Source: an optimization exercise on an open RTL-to-GDS flow (aim: small area, a short achievable clock period and few clock cycles per item). Production flows keep margins and buffers that such runs may drop.
In this exercise RTL edits were held to simulation tests only and were not proved equivalent to the original.
Power is estimated from default activity; no workload was simulated.

Design fe_inv, start of the top module:
module fe_inv (
    input  wire         clk,
    input  wire         rst,
    input  wire         start,
    input  wire [259:0] a,
    output wire         ready,
    output wire         done,
    output wire [1:0]   fault,
    output wire [259:0] result
);
For scale: ~18,000 cells after synthesis, roughly 1,300 flip-flops, roughly 120,000 µm² of cells after synthesis.
clock: 9.0 ns
lec_check: 0
cap_margin: 20
core_margin: 2
core_utilization: 30
setup_slack_margin: 3
slew_margin: 20
run.sh (not shown) runs the stock make flow with config.mk's settings and CLKGATE_MAP_FILE= SYNTH_SCRIPT=/design/flow/synth_recipe.tcl, a recipe that flattens the netlist after the stock synthesis.
Testbench counts at the start, summed over its fixed seeds: cycles 62,574, items 320.
Rerun with:
- SETUP_SLACK_MARGIN: 3 -> 3.5
Outcome:
- Now the flow ran to the end with violations: capacitance limit
- total power is higher by a few percent
- cell area went up by a few percent
- clock power hardly moves
- sequential power is about the same
- area after synthesis stays the same
- count of clock-buffer cells in the layout went down by 11
- register-to-register slack is better by 230 ps
- wire length climbs by a few percent
- worst setup slack gains 120 ps

========
== run A ==
Another version of the RTL of fe_inv (not shown whole).
For scale: about 0.13 mm2 of cells after synthesis.
// fe_inv
module fe_inv (
    input  wire         clk,
    input  wire         rst,
    input  wire         start,
    input  wire [259:0] a,
    output wire         ready,
    output wire         done,
    output wire [1:0]   fault,
    output wire [259:0] result
);
    localparam [259:0] L    = 260'h1000000000000000000000000000000014def9dea2f79cd65812631a5cf5d3ed;
    localparam [252:0] LL   = L[252:0];
    localparam [253:0] NEGL = 254'h2fffffffffffffffffffffffffffffffeb2106215d086329a7ed9ce5a30a2c13;
    reg         a_busy;
    reg  [1:0]  a_fault;
    reg  [253:0] nu;      
    reg  [252:0] v;
    reg  [252:0] r, s;    
    reg  [8:0]  k;
    reg         b_busy;
    reg  [1:0]  b_fault;
    reg  [253:0] x;       
    reg  [8:0]  kb;
    reg         kb_zero;  
    wire b_done = b_busy & kb_zero;
    wire b_free = ~b_busy | b_done;
    wire gcd_end = (&nu) & (v == 253'd1);
    wire a_fin   = a_busy & ((a_fault != 2'd0) | gcd_end);
    wire hand    = a_fin & b_free;
    assign ready  = ~a_busy | hand;
    assign done   = b_done;
    assign fault  = b_fault;
  ...
make LEC_CHECK=0 CAP_MARGIN=20 CORE_MARGIN=2 CORE_UTILIZATION=45 SETUP_SLACK_MARGIN=3 SLEW_MARGIN=20 finish   # period 9.0 ns
Run A ran to completion and came out clean on the timing, DRC and antenna checks.
Testbench counts of run A, summed over its fixed seeds: cycles 62,574, items 320.
Relative to run A, the following input files were edited for run B:
- swapping 45 for 40 in CORE_UTILIZATION
- swapping 3 for 2.75 in SETUP_SLACK_MARGIN
Results
- Comparing wire length of the first global-routing pass for run B and run A, the bigger number came from run A.
- Higher non-clock buffer count goes to run A over run B.
- Diff run A -> run B: wire length shrank by 15 mm; half-perimeter wire length after placement fell 3.0%; critical path depth has decreased; final standard cell area without fillers moved down.
- The run showing the greater die extent in x is run B.
- Delta (run B minus run A): total power draw decreased 0.68%; final period utilization increased 1.8 points; multi-input gate area in the final layout decreased 700 um2.
For run C, these inputs were changed with respect to run B:
- a change of SETUP_SLACK_MARGIN from 2.75 to 3
--- outcome ---
Run B → run C: worst slew margin relative to its limit held; wire length on met3 held; proportion of cell area spent on the clock network flat; final hold slack now sits at about the same level; relative area change from synthesis to final layout higher. Run C against run B: setup clock skew after layout held, post-layout instance count excluding filler cells held, final routed wirelength across all metal layers went up 0.44%. Routed metal-1 wirelength | run C above run B. A cell at the slowest stage of the critical path of sky130_fd_sc_hd__or4_1 is what run C shows, while sky130_fd_sc_hd__nor4_1 belongs to run B. On total power consumption of the routed design, run C tracks run B almost exactly. Final layout net count across run C and run B: no real change.
Relative to run C, the following input files were edited for run D:
- a change of CORE_UTILIZATION from 40 to 30
### Flow results
Run D: done, clean on timing, DRC and antenna. Relative to run C, wire length has increased by 3.5% in run D. Looking at startpoint-to-endpoint class of the critical path, the flop to output pin result is from run C; the flop to flop one comes from run D. Peak supply drop: lower on run D. Diff run C -> run D | post-CTS repair timing setup buffer count | increase of 10.

-- afterwards: timing with drivers on the ports --
The flow's constraints put no driver on any port. The routed layouts listed below were extracted and timed again, unchanged, in two steps. Step 1 (the two cells are an assumption about what drives the block):
set clk [get_ports {clk}]
set_driving_cell -lib_cell sky130_fd_sc_hd__clkbuf_16 $clk
set_driving_cell -lib_cell sky130_fd_sc_hd__buf_2 [delete_from_list [all_inputs] $clk]
Step 2 also shifts input and output timing later by t, the mid clock arrival at the registers, as if the neighbouring blocks saw the same clock. a / b / c = ideal / step 1 / step 2; a / b = the first two.
| run | shift t [ns] | slack for setup (ns) | worst setup path at the end | slew at the worst register clock pin (ns) |
|---|---|---|---|---|
| the first run of note 1 | 1.004 | 3.061 / 2.938 / 3.077 | register to register | 0.08 / 0.08 |
| the second run of note 1 | 1.026 | 3.178 / 3.053 / 3.255 | input to register | 0.07 / 0.07 |
| run A | 0.996 | 2.913 / 2.791 / 2.139 | input to register | 0.07 / 0.07 |
| run B | 0.973 | 2.749 / 2.641 / 2.498 | input to register | 0.07 / 0.07 |
| run C | 0.974 | 2.975 / 2.868 / 2.530 | input to register | 0.07 / 0.07 |
| run D | 1.011 | 3.001 / 2.890 / 2.383 | input to register | 0.08 / 0.08 |
For run A, which loses most, drivers alone change the setup slack by -0.122 ns; drivers and shift together by -0.774 ns.
